Context: an optimization exercise on an open-source flow, tuned for small area. The choices shown serve that exercise and are no tape-out recipe. In this exercise RTL edits were held to simulation tests only and were not proved equivalent to the original. The clock port is modelled as an ideal driver; clocking choices that lean on that would not hold on a real chip. Power figures rest on the tool's default switching activity, not on a simulated workload.

==> flow/design.v <==
module rbhe_scanner (
    input  wire        clk,
    input  wire        rst,
    input  wire        enter,       
    input  wire        consume,     
    input  wire [7:0]  byte_in,
    input  wire        exact,       
    input  wire [1:0]  stage,       
    output wire        matched,     
    output reg  [15:0] scan_count,
    output reg         diverged
);
    reg  [2:0] kst;
    reg  [7:0] m_cur;
    reg  [7:0] m_first;
    reg        last;
    always @(*) begin
        case (stage)
            2'd0: begin
                m_first = 8'h52;
                last    = (kst == 3'd7);
                case (kst)
                    3'd0: m_cur = 8'h52;
                    3'd1: m_cur = 8'h42;
                    3'd2: m_cur = 8'h49;
                    3'd3: m_cur = 8'h4E;
                    3'd4: m_cur = 8'h36;
                    3'd5: m_cur = 8'h34;
                    3'd6: m_cur = 8'h0D;
                    default: m_cur = 8'h0A;
                endcase
            end
            2'd1: begin
                m_first = 8'h03;
                last    = (kst[1:0] == 2'd2);
                m_cur   = 8'h03;
            end
            default: begin
                m_first = 8'h4F;
                last    = kst[0];
                m_cur   = kst[0] ? 8'h4B : 8'h4F;
            end
        endcase
    end
    wire eq = (byte_in == m_cur);
    assign matched = eq && last && !diverged;
    always @(posedge clk) begin
        if (rst || enter) begin
            scan_count <= 16'd0;
            diverged   <= 1'b0;
            kst        <= 3'd0;
        end else if (consume) begin
            if (scan_count != 16'hFFFF) scan_count <= scan_count + 16'd1;
            diverged <= diverged | (exact & !eq);
            kst      <= eq ? kst + 3'd1 : {2'b00, byte_in == m_first};
        end
    end
endmodule
module rbhe (
    input  wire        clk,
    input  wire        rst,
    input  wire        bus_en,
    input  wire        bus_we,
    input  wire [7:0]  bus_addr,
    input  wire [31:0] bus_wdata,
    output reg  [31:0] bus_rdata,
    input  wire        rx_valid,
    input  wire [7:0]  rx_data,
    input  wire        rx_err,
    output wire        rx_ready,
    output wire        tx_valid,
    output reg  [7:0]  tx_data,
    output wire        tx_flush,
    input  wire        tx_ready,
    input  wire        tx_drained,
    input  wire        tx_err,
    output wire        irq,
    output wire        link_owned,
    output wire        handoff
);
    localparam [31:0] PAYLOAD_CAP = 32'd64;
    localparam [31:0] ID_VALUE    = 32'h5242_4845;
    localparam [31:0] MARKER_INFO = 32'h0000_0238;
    localparam [2:0] S_INIT = 3'd0, S_READY = 3'd1, S_TRIGGER = 3'd2, S_SEND_LEN = 3'd3,
                     S_ACK  = 3'd4, S_SEND_BODY = 3'd5, S_DONE = 3'd6, S_ERROR = 3'd7;
    localparam [2:0] E_RX = 3'd1, E_TX = 3'd2, E_DEADLINE = 3'd3, E_CANCEL = 3'd4, E_TOO_LARGE = 3'd5;
    reg  [2:0]  state;
    reg         drain;
    reg  [2:0]  len_idx;
    reg  [6:0]  tx_count;       
    reg  [15:0] stage_cycles;
    reg  [2:0]  err_cause;      
    reg  [2:0]  err_state;
    reg  [2:0]  mode;
    reg  [31:0] payload_len;
    reg  [31:0] deadline;
    reg  [31:0] pmem_addr;
    reg  [5:0]  events;
    reg  [5:0]  irq_en;
    reg  [7:0]  pdata_hold;     
    wire        s_init = (state == S_INIT);
    wire        s_ready = (state == S_READY);
    wire        s_trig = (state == S_TRIGGER);
    wire        s_slen = (state == S_SEND_LEN);
    wire        s_ack = (state == S_ACK);
    wire        s_body = (state == S_SEND_BODY);
    wire        s_done = (state == S_DONE);
    wire        s_err = (state == S_ERROR);
    wire        active = !(s_init || s_done || s_err);
    wire        idle   = !active;
    wire        awaiting = s_ready || s_trig || s_ack;
    wire        sending  = s_slen || s_body;
    wire        bus_wr = bus_en && bus_we;
    wire        bus_rd = bus_en && !bus_we;
    wire        wr_ctrl     = bus_wr && (bus_addr == 8'h04);
    wire        wr_mode     = bus_wr && (bus_addr == 8'h0C);
    wire        wr_len      = bus_wr && (bus_addr == 8'h10);
    wire        wr_deadline = bus_wr && (bus_addr == 8'h14);
    wire        wr_paddr    = bus_wr && (bus_addr == 8'h18);
    wire        wr_pdata    = bus_wr && (bus_addr == 8'h1C);
    wire        wr_events   = bus_wr && (bus_addr == 8'h28);
    wire        wr_irq_en   = bus_wr && (bus_addr == 8'h2C);
    wire        cmd_start = wr_ctrl && bus_wdata[0] && s_init;
    wire        cmd_abort = wr_ctrl && bus_wdata[1] && active;
    wire        cmd_clear = wr_ctrl && bus_wdata[2] && (s_done || s_err);
    wire        too_large = (payload_len[31:7] != 25'd0) || (payload_len[6] && payload_len[5:0] != 6'd0);
    wire        deadline_hit = (deadline[31:16] == 16'd0) && (deadline[15:0] != 16'd0) &&
                               (stage_cycles == deadline[15:0]);
    wire        await_err_rx = awaiting && rx_err;
    wire        await_err_dl = awaiting && !rx_err && deadline_hit;
    wire        await_step   = awaiting && !cmd_abort && !rx_err && !deadline_hit;
    wire        consume      = await_step && rx_valid;
    wire [1:0]  stage_sel   = s_ready ? 2'd0 : s_trig ? 2'd1 : 2'd2;
    wire        stage_exact = s_ready ? mode[0] : s_trig ? mode[1] : mode[2];
    wire        scan_matched;
    wire [15:0] scan_count;
    wire        diverged;
    wire        stage_match = consume && scan_matched;
    wire        send_err  = sending && tx_err && !cmd_abort;
    wire        send_step = sending && !tx_err && !cmd_abort;
    wire        byte_acc  = send_step && !drain && tx_ready;
    wire        drained   = send_step && drain && tx_drained;
    wire        len_drained = drained && s_slen;
    wire        start_ok   = cmd_start && !too_large;
    wire        scan_enter = (stage_match && s_ready) || len_drained || cmd_clear;
    rbhe_scanner u_scanner (
        .clk        (clk),
        .rst        (rst),
        .enter      (scan_enter),
        .consume    (consume),
        .byte_in    (rx_data),
        .exact      (stage_exact),
        .stage      (stage_sel),
        .matched    (scan_matched),
        .scan_count (scan_count),
        .diverged   (diverged)
    );
    wire        raise_err = cmd_abort || await_err_rx || await_err_dl || send_err ||
                            (cmd_start && too_large);
    reg  [2:0]  raise_cause;
    always @(*) begin
        if (cmd_abort)                 raise_cause = E_CANCEL;
        else if (await_err_rx)         raise_cause = E_RX;
        else if (send_err)             raise_cause = E_TX;
        else if (await_err_dl)         raise_cause = E_DEADLINE;
        else                           raise_cause = E_TOO_LARGE;
    end
    wire [15:0] stage_cycles_inc = (stage_cycles == 16'hFFFF) ? stage_cycles : stage_cycles + 16'd1;
    always @(posedge clk) begin
        if (rst) begin
            state        <= S_INIT;
            drain        <= 1'b0;
            len_idx      <= 3'd0;
            tx_count     <= 7'd0;
            stage_cycles <= 16'd0;
            err_cause    <= 3'd0;
            err_state    <= 3'd0;
            mode         <= 3'd0;
            payload_len  <= 32'd0;
            deadline     <= 32'd0;
            pmem_addr    <= 32'd0;
            events       <= 6'd0;
            irq_en       <= 6'd0;
        end else begin
            if (wr_mode && idle)     mode        <= bus_wdata[2:0];
            if (wr_len && idle)      payload_len <= bus_wdata;
            if (wr_deadline && idle) deadline    <= bus_wdata;
            if (wr_paddr && idle)    pmem_addr   <= bus_wdata;
            if (wr_pdata && idle)    pmem_addr   <= pmem_addr + 32'd1;
            if (wr_irq_en)           irq_en      <= bus_wdata[5:0];
            events <= (wr_events ? (events & ~bus_wdata[5:0]) : events)
                    | {raise_err,
                       drained && s_body,
                       stage_match && s_ack,
                       len_drained,
                       stage_match && s_trig,
                       stage_match && s_ready};
            if (cmd_clear) begin
                state        <= S_INIT;
                err_cause    <= 3'd0;
                err_state    <= 3'd0;
                drain        <= 1'b0;
                len_idx      <= 3'd0;
                tx_count     <= 7'd0;
                stage_cycles <= 16'd0;
            end else if (raise_err) begin
                err_state <= state;
                err_cause <= raise_cause;
                state     <= S_ERROR;
                drain     <= 1'b0;
            end else if (start_ok) begin
                state        <= S_READY;
            end else if (await_step) begin
                if (stage_match) begin
                    stage_cycles <= s_ready ? 16'd0 : stage_cycles_inc;
                    if (s_ready)      state <= S_TRIGGER;
                    else if (s_trig)  state <= S_SEND_LEN;
                    else begin
                        state <= S_SEND_BODY;
                        drain <= (payload_len[6:0] == 7'd0);
                    end
                end else begin
                    stage_cycles <= stage_cycles_inc;
                end
            end else if (byte_acc) begin
                if (s_slen) begin
                    len_idx <= len_idx + 3'd1;
                    if (len_idx[1:0] == 2'd3) drain <= 1'b1;
                end else begin
                    tx_count <= tx_count + 7'd1;
                    if (tx_count + 7'd1 == payload_len[6:0]) drain <= 1'b1;
                end
            end else if (drained) begin
                drain <= 1'b0;
                if (s_slen) begin
                    state        <= S_ACK;
                    stage_cycles <= 16'd0;
                end else begin
                    state <= S_DONE;
                end
            end
        end
    end
    wire        paddr_in = (pmem_addr[31:6] == 26'd0);
    wire [5:0]  rd_addr  = idle ? pmem_addr[5:0] : tx_count[5:0];
    wire [7:0]  rd_byte;
    rbhe_pmem u_pmem (
        .clk   (clk),
        .we    (!rst && wr_pdata && idle && paddr_in),
        .addr  (rd_addr),
        .wdata (bus_wdata[7:0]),
        .rdata (rd_byte)
    );
    always @(posedge clk) begin
        if (idle) pdata_hold <= rd_byte;
    end
    wire [7:0]  pdata = idle ? rd_byte : pdata_hold;
    assign rx_ready   = awaiting;
    assign tx_valid   = sending && !drain;
    assign tx_flush   = sending && drain;
    assign irq        = |(events & irq_en);
    assign link_owned = active;
    assign handoff    = s_done;
    always @(*) begin
        if (s_slen && !drain) begin
            case (len_idx[1:0])
                2'd0: tx_data = payload_len[7:0];
                2'd1: tx_data = payload_len[15:8];
                2'd2: tx_data = payload_len[23:16];
                default: tx_data = payload_len[31:24];
            endcase
        end else if (s_body && !drain) begin
            tx_data = rd_byte;
        end else begin
            tx_data = 8'h00;
        end
    end
    wire [31:0] status = {13'd0, len_idx, 1'b0, err_state, 1'b0, err_cause, 2'b00,
                          drain, diverged, active, state};
    always @(*) begin
        bus_rdata = 32'd0;
        if (bus_rd) begin
            case (bus_addr)
                8'h00: bus_rdata = ID_VALUE;
                8'h08: bus_rdata = status;
                8'h0C: bus_rdata = {29'd0, mode};
                8'h10: bus_rdata = payload_len;
                8'h14: bus_rdata = deadline;
                8'h18: bus_rdata = pmem_addr;
                8'h1C: bus_rdata = paddr_in ? {24'd0, pdata} : 32'd0;
                8'h20: bus_rdata = {16'd0, scan_count};
                8'h24: bus_rdata = {25'd0, tx_count};
                8'h28: bus_rdata = {26'd0, events};
                8'h2C: bus_rdata = {26'd0, irq_en};
                8'h30: bus_rdata = PAYLOAD_CAP;
                8'h34: bus_rdata = MARKER_INFO;
                8'h38: bus_rdata = {16'd0, stage_cycles};
                default: bus_rdata = 32'd0;
            endcase
        end
    end
endmodule
module rbhe_pmem (
    input  wire       clk,
    input  wire       we,
    input  wire [5:0] addr,
    input  wire [7:0] wdata,
    output wire [7:0] rdata
);
    reg  [7:0] mem [0:63];
    wire [7:0] lo = 8'd1 << addr[2:0];
    wire [7:0] hi = 8'd1 << addr[5:3];
    genvar i, j, b;
    generate
        for (j = 0; j < 64; j = j + 1) begin : g_wr
            always @(posedge clk)
                if (we && hi[j/8] && lo[j%8]) mem[j] <= wdata;
        end
        for (b = 0; b < 8; b = b + 1) begin : g_bit
            wire [7:0] grp;
            for (j = 0; j < 8; j = j + 1) begin : g_grp
                wire [7:0] col;
                for (i = 0; i < 8; i = i + 1) begin : g_col
                    assign col[i] = mem[8*j+i][b];
                end
                rbhe_ao8 u_g (.s(lo), .d(col), .y(grp[j]));
            end
            rbhe_ao8 u_r (.s(hi), .d(grp), .y(rdata[b]));
        end
    endgenerate
endmodule
module rbhe_ao8 (
    input  wire [7:0] s,
    input  wire [7:0] d,
    output wire       y
);
    assign y = |(s & d);
endmodule
==> flow/flow/run.sh <==
#!/bin/bash
# Own layout flow: the standard flow (standard.sh, standard synthesis
# unchanged) with these changes:
#  - CTS with larger sink clusters and without dummy loads, then clock
#    buffers shrunk where flip-flop clock slews allow, and logic cells shrunk
#    where slews and slacks allow (flow/post_cts.tcl);
#  - port buffers of the smallest buffer cell.
# The make output goes to standard_make.log; ORFS writes each step's log
# under orfs/logs/.
set -euo pipefail
here=$(pwd)
export CTS_ARGS="-sink_clustering_enable -repair_clock_nets -sink_clustering_size 35 -sink_clustering_max_diameter 70 -buf_list sky130_fd_sc_hd__clkbuf_16 -dont_use_dummy_load"
export POST_CTS_TCL="$here/flow/post_cts.tcl"
export BUFFER_PORTS_ARGS="-buffer_cell sky130_fd_sc_hd__buf_1"
bash standard.sh > standard_make.log 2>&1
==> flow/flow/downsize_clk.tcl <==
# Downsize clock tree buffers to the smallest clkbuf that keeps the worst slew
# at any flip-flop clock pin within a target; a buffer that cannot stay
# within it keeps its cell.
proc my_clk_pin_slew {pins} {
  set worst 0
  foreach pin $pins {
    foreach s [list [get_property $pin slew_max_rise] [get_property $pin slew_max_fall]] {
      if {$s > $worst} { set worst $s }
    }
  }
  return $worst
}
proc downsize_clock_buffers {limit_ns cands} {
  set n 0
  set saved 0.0
  set bufs {}
  foreach inst [get_cells *] {
    set m [get_property $inst ref_name]
    if {[string match "sky130_fd_sc_hd__clkbuf_*" $m]} {
      set out [get_pins -of_objects $inst -filter "direction == output"]
      set net [get_nets -of_objects $out]
      # only buffers on the clock network
      set is_clk 0
      foreach p [get_pins -of_objects $net -filter "direction == input"] {
        if {[get_property $p is_clock]} { set is_clk 1; break }
      }
      if {$is_clk} { lappend bufs $inst }
    }
  }
  set ffpins [get_pins -hierarchical */CLK]
  foreach inst $bufs {
    set orig [get_property $inst ref_name]
    set out [get_pins -of_objects $inst -filter "direction == output"]
    set net [get_nets -of_objects $out]
    set loads [get_pins -of_objects $net -filter "direction == input"]
    set in_net [get_nets -of_objects [get_pins -of_objects $inst -filter "direction == input"]]
    set up_loads [get_pins -of_objects $in_net -filter "direction == input"]
    set chosen $orig
    foreach c $cands {
      if {$c eq $orig} { break }
      set lc [lindex [get_lib_cells */$c] 0]
      if {[get_property $lc area] >= [get_property [lindex [get_lib_cells */$orig] 0] area]} { continue }
      replace_cell $inst $lc
      estimate_parasitics -placement
      set w [my_clk_pin_slew $ffpins]
      if {$w <= $limit_ns} { set chosen $c; break }
    }
    if {$chosen ne [get_property $inst ref_name]} {
      replace_cell $inst [lindex [get_lib_cells */$chosen] 0]
    }
    if {$chosen ne $orig} {
      incr n
      set saved [expr {$saved + [get_property [lindex [get_lib_cells */$orig] 0] area] - [get_property [lindex [get_lib_cells */$chosen] 0] area]}]
    }
  }
  estimate_parasitics -placement
  puts "downsize_clock_buffers: $n of [llength $bufs] buffers downsized, [format %.1f $saved] um2 saved"
}
==> flow/flow/downsize_logic.tcl <==
# Downsize logic cells to a smaller drive strength of the same function when
# the pins they drive keep a slew within a target, no max-slew or max-cap
# violation appears, and the worst setup and hold slacks stay above margins.
proc my_net_load_slew {net} {
  set worst 0
  foreach pin [get_pins -of_objects $net -filter "direction == input"] {
    foreach s [list [get_property $pin slew_max_rise] [get_property $pin slew_max_fall]] {
      if {$s > $worst} { set worst $s }
    }
  }
  return $worst
}
proc downsize_logic_cells {slew_limit setup_margin hold_margin} {
  set n 0
  set saved 0.0
  set slew0 [sta::max_slew_violation_count]
  set cap0 [sta::max_capacitance_violation_count]
  foreach inst [get_cells *] {
    set ref [get_property $inst ref_name]
    if {![regexp {^(sky130_fd_sc_hd__[a-z0-9]+)_([0-9]+)$} $ref -> base drive]} { continue }
    if {[regexp {(df|dl|clk|tap|fill|decap|conb|probe|lpflow|ha$|fa$)} $base]} { continue }
    set cur [lindex [get_lib_cells */$ref] 0]
    set cur_area [get_property $cur area]
    set cands {}
    foreach lc [get_lib_cells */${base}_*] {
      set nm [get_name $lc]
      if {![regexp {^[a-z0-9_]+_([0-9]+)$} $nm]} { continue }
      set a [get_property $lc area]
      if {$a < $cur_area && ![string match "*lpflow*" $nm]} { lappend cands [list $a $lc] }
    }
    if {$cands eq {}} { continue }
    set outs [get_pins -of_objects $inst -filter "direction == output"]
    set onet [get_nets -of_objects $outs]
    foreach c [lsort -real -index 0 $cands] {
      set lc [lindex $c 1]
      replace_cell $inst $lc
      set ok 1
      if {[my_net_load_slew $onet] > $slew_limit} { set ok 0 }
      if {$ok && [sta::max_slew_violation_count] > $slew0} { set ok 0 }
      if {$ok && [sta::max_capacitance_violation_count] > $cap0} { set ok 0 }
      if {$ok && [worst_slack -max] < $setup_margin} { set ok 0 }
      if {$ok && [worst_slack -min] < $hold_margin} { set ok 0 }
      if {$ok} {
        incr n
        set saved [expr {$saved + $cur_area - [lindex $c 0]}]
        break
      }
      replace_cell $inst $cur
    }
  }
  puts "downsize_logic_cells: $n cells downsized, [format %.1f $saved] um2 saved"
}
==> flow/flow/post_cts.tcl <==
source [file join [file dirname [info script]] downsize_clk.tcl]
source [file join [file dirname [info script]] downsize_logic.tcl]
estimate_parasitics -placement
downsize_clock_buffers 0.120 {sky130_fd_sc_hd__clkbuf_2 sky130_fd_sc_hd__clkbuf_4 sky130_fd_sc_hd__clkbuf_8 sky130_fd_sc_hd__clkbuf_16}
downsize_logic_cells 0.8 0.5 0.1
detailed_placement
check_placement -verbose
estimate_parasitics -placement
==> flow/standard.sh <==
#!/bin/bash
# synth_recipe.tcl (not shown) runs the flow's synth.tcl, then flattens the netlist and writes it again
# the make line also repeats each setting of config.mk as NAME=value (left out here)
make -C /OpenROAD-flow-scripts/flow DESIGN_CONFIG=/design/flow/config.mk WORK_HOME=/design/flow/orfs CLKGATE_MAP_FILE= SYNTH_SCRIPT=/design/flow/synth_recipe.tcl "${@:-finish}"
==> flow/config.mk <==
export PLATFORM = sky130hd
export DESIGN_NAME = rbhe
export DESIGN_NICKNAME = rbhe
export VERILOG_FILES = /design/flow/design.v
export SDC_FILE = /design/flow/constraint.sdc
export NUM_CORES = 4
export LEC_CHECK = 0
export CAP_MARGIN = 20
export CORE_MARGIN = 2
export CORE_UTILIZATION = 40
export PLACE_DENSITY = 0.6
export SLEW_MARGIN = 20
export SYNTH_HIERARCHICAL = 1
export SYNTH_MINIMUM_KEEP_SIZE = 0
==> flow/constraint.sdc <==
create_clock -name core_clock -period 10.0 [get_ports {clk}]
set_input_delay 2.0000 -clock core_clock [delete_from_list [all_inputs] [get_ports {clk}]]
set_output_delay 2.0000 -clock core_clock [all_outputs]
set_load 0.01 [all_outputs]
==> impl_results.md <==
- Minimum clock period: 8.36 ns
- Mapped cell area: 29,100 µm²
- Distinct cells, synth: 81
- Cell leakage power: 8.92 nW
- Bufs and invs on worst path: 5
- Met1 WL: 36,000 µm
- Max-slew violation total from the final report: 0
- Switching power share of the total: 0.248
- TritonCTS clock tree: built
- PortBufs: 102
- Die ar.: 75,000 µm²
- Pwr Density: 162 nW/µm²
- Total global routing overflow: 0
- CP max-delay cell: buf_1
- Signal arrival time at the worst endpoint: 6.36 ns
- Post-Syn Nets: 2,458
- Met3 routed WL: 7020 µm
- Slew HR: 0.251
- Internal Pwr Total: 3.79 mW
- Largest net degree at the start of global routing: 75
- Seq/Total Area, Yosys: 0.648
- Slew @ Worst Pin: 1.12 ns
- Worst min path class: flop to flop
- Clock Latency Late Sink: 0.63 ns
- Ys async rst share: 0
- Final critical-path share of the clock period: 0.836
- Chip width: 274 µm
- DRC: 0
- Yosys warns: 10
- Crit-path max cell delay: 0.71 ns
- Net count, final: 2,522
- Yosys reg bits: 687
- Detailed placement HPWL: 57,800 µm
- Core Region: 71,900 µm²
- Top-level I/O count: 103
- VDD IR max: 110 µV
- First-pass DRT Iterations: 9
- Hold Slack: 0.483 ns
- Crit Path Category: flop to primary output
- Most frequent cells in the layout: edfxtp_1 (512), a22oi_1 (334), nand2_1 (245)
- FMAX: 0.120 GHz
- WP data required: 8.00 ns
- First-pass GRT wire length: 130,000 µm
- Row count: 98
- Clock share of power: 0.277
- Delay-heaviest family, CP: buffers and inverters
- Commonest non-fill, non-tap cell in the layout: edfxtp_1
- Via count: 21,300
- Layout cells sized above 1: 0.0519
- Die height: 274 µm
- Antenna violations before repair: 0
- DR iter-0 viols: 2,505
- Fin. Hold Viols: 0
- Most used DFF post-synth: edfxtp_1
- Startpoint Class: flop
- NetSw: 1.25 mW
- EDFF count, synth: 512
- RSZ-0062 raised after global routing: false
- Routed wire per std cell: 25.6 µm
- Setup TNS: 0 ns
- GPL Wtd Cong: 0.943
- Setup violators final: 0
- Highest Signal Layer: met4
- Antenna Nets Post-Route: 0
- Total routed wirelength: 87,100 µm
- Skew final: 0.0935 ns
- Layout area overhead: 6.76%
- Gate power share: 0.102
- Flop pwr share: 0.621
- Starting Density: 0.405
- Via-per-instance ratio: 6.26
- ANT cells: 0
- Worst-path clk slew: 0.12 ns
- Vias in the first global route: 20,400
- Routed met2 length: 41,200 µm
- Max-cap violation count: 0
- GRT Util Overall: 0.228
- CTS sink cnt: 687
- Worst setup EP type: primary output
- Worst Path Max Fanout: 48
- Syn Area/Cell: 12.2 µm²
- Post-Synthesis Cells: 2,387
- Status: no timing/DRC/antenna violations
- CP cell instances: nor3_1 > nor2_1 > buf_2 > mux2_2 > nand3b_1 > buf_1 > inv_2 > buf_4 > a22oi_1 > nand4_1 > a22oi_1 > nand4_1 > mux2_2 > a21oi_1 > nor2_1 > buf_1
[per-layer routing]
| layer | GRT usage | vias up |
|---|---|---|
| li1 | - | 9497 |
| met1 | 0.307 | 10600 |
| met2 | 0.376 | 1031 |
| met3 | 0.0376 | 174 |
| met4 | 0.0748 | 0 |
| met5 | 0 | - |
[through the flow]
step / util / worst slack [ns] / total power, mW / cells / area [µm²]
floorplan: - / 3.70 / 3.53 / 2387 / 29100
global placement: 0.425 / 2.83 / 3.70 / 3361 / 30500
detailed placement: 0.425 / 2.94 / 3.72 / 3361 / 30500
global route: 0.433 / 1.48 / 5.21 / 3399 / 31100
finish: 0.433 / 1.64 / 5.04 / 3399 / 31100
[power by group through the flow]
stage | sequential (mW) | clock [mW] | combinational (mW)
floorplan | 3.17 | 0 | 0.359
global placement | 3.19 | 0 | 0.508
detailed placement | 3.20 | 0 | 0.519
global route | 3.14 | 1.51 | 0.558
finish | 3.13 | 1.40 | 0.513
[registers in the layout, indices dropped and copies added (netlist names)]
signal                cells
deadline                 32
drain                     1
err_cause                 3
err_state                 3
events                    6
irq_en                    6
len_idx                   3
mode                      3
payload_len              32
pdata_hold                8
pmem_addr                32
stage_cycles             16
state                     3
tx_count                  7
u_pmem.mem              512
u_scanner.diverged        1
u_scanner.kst             3
u_scanner.scan_count     16
[synth_stat cells (4+ instances only)]
library cell  instances  area share
xor2_1               14      0.0042
or3b_1                5      0.0015
and3_1               17      0.0037
a41oi_1               7      0.0021
a22o_1               12      0.0036
nand3b_1              8      0.0021
nor2b_1               7      0.0015
o22ai_1              12      0.0026
mux2_2               14      0.0054
nand4bb_1             4      0.0015
ha_1                 14      0.0060
a31oi_1              30      0.0064
mux2i_1              10      0.0034
nor2_2                9      0.0019
edfxtp_1            512        0.53
nor2_1              165       0.021
buf_2                30      0.0052
buf_1                 6     0.00077
a22oi_1             334       0.086
nor3b_1              11      0.0028
nand4_1              95       0.020
a221oi_1              7      0.0021
xnor2_1              33      0.0099
o41ai_1               4      0.0012
nand2b_1              8      0.0017
inv_1                33      0.0043
and2_1               13      0.0028
clkbuf_1             71      0.0091
nor4_1               31      0.0067
nand4b_1              6      0.0018
a211oi_1             20      0.0052
nand3_1              52      0.0089
a222oi_1             26      0.0089
nand2_1             245       0.032
o211ai_1              4      0.0010
buf_4                 6      0.0015
dfxtp_1             175        0.12
o21ai_1               8      0.0014
or3_1                 7      0.0015
nor3_1               35      0.0060
a311oi_1              9      0.0027
o31ai_1               4      0.0010
o21ai_0              50      0.0086
and4_1               13      0.0039
a21oi_1             148       0.025
[modules after synthesis, one instance, submodules excluded]
| module | cells | cell area (µm²) | flops+latches |
|---|---|---|---|
| rbhe | 1232 | 9200 | 155 |
| rbhe_ao8 | 5 | 36.3 | 0 |
| rbhe_pmem | 624 | 15900 | 512 |
| rbhe_scanner | 171 | 1380 | 20 |
[final cells by class]
cell class	instances	area [µm²]
flip-flops and latches	687	18900
repair buffers	141	627
inverters	33	124
multi-input cells	1551	9530
well taps	950	1190
clock buffers	37	762
fillers	6774	40700
[worst register-to-register path, delay by kind of cell (launching register included)]
family	cells	cell delay (ns)
simple gates	12	4.75
flops	1	0.61
compound gates	1	0.22
xor+xnor	1	0.10
[kinds of logic (layout without fill, tap and decap cells)]
family,count (synthesis),count (layout),synth area share
compound gates,701,701,0.168
mux,24,24,0.00885
fa+ha+maj,14,14,0.00601
xor+xnor,47,47,0.0141
buf+inv,149,211,0.0220
flops,687,687,0.648
simple gates,765,765,0.134
[final timing paths]
path	end	slack, ns	cells past startpoint	startpoint
max	bus_rdata[6]	1.64	16	state[0]
min	pdata_hold[3]	0.48	1	pdata_hold[3]
max reg2reg	u_scanner.diverged	4.24	14	state[0]
min reg2reg	pdata_hold[3]	0.48	1	pdata_hold[3]

-- afterwards: timing with drivers on the ports --
The results above use ideal ports. As a check the final layout listed here was re-extracted and re-timed, cells and wires unchanged.
Step 1 (the two cells are an assumption about what drives the block):
set clk [get_ports {clk}]
set_driving_cell -lib_cell sky130_fd_sc_hd__clkbuf_16 $clk
set_driving_cell -lib_cell sky130_fd_sc_hd__buf_2 [delete_from_list [all_inputs] $clk]
Step 2 moves the port delays by t, midway between the first and last clock arrival at a register: inputs arrive t later, outputs are due t later. That takes back most of the time a late clock gives input paths.
a / b / c = no drivers / after step 1 / after step 2; a / b = the first two.
t (ns): 0.651
setup WS [ns]: 1.637 / 1.567 / 2.218
hold slack, ns: 0.483 / 0.483 / 0.483
worst data-port slew with drivers (ns): 0.07
pins driven straight from the clock port: 1
After both steps this run still meets setup and hold. The setup slack of this run moves by -0.070 ns with the drivers and by +0.581 ns with both steps.
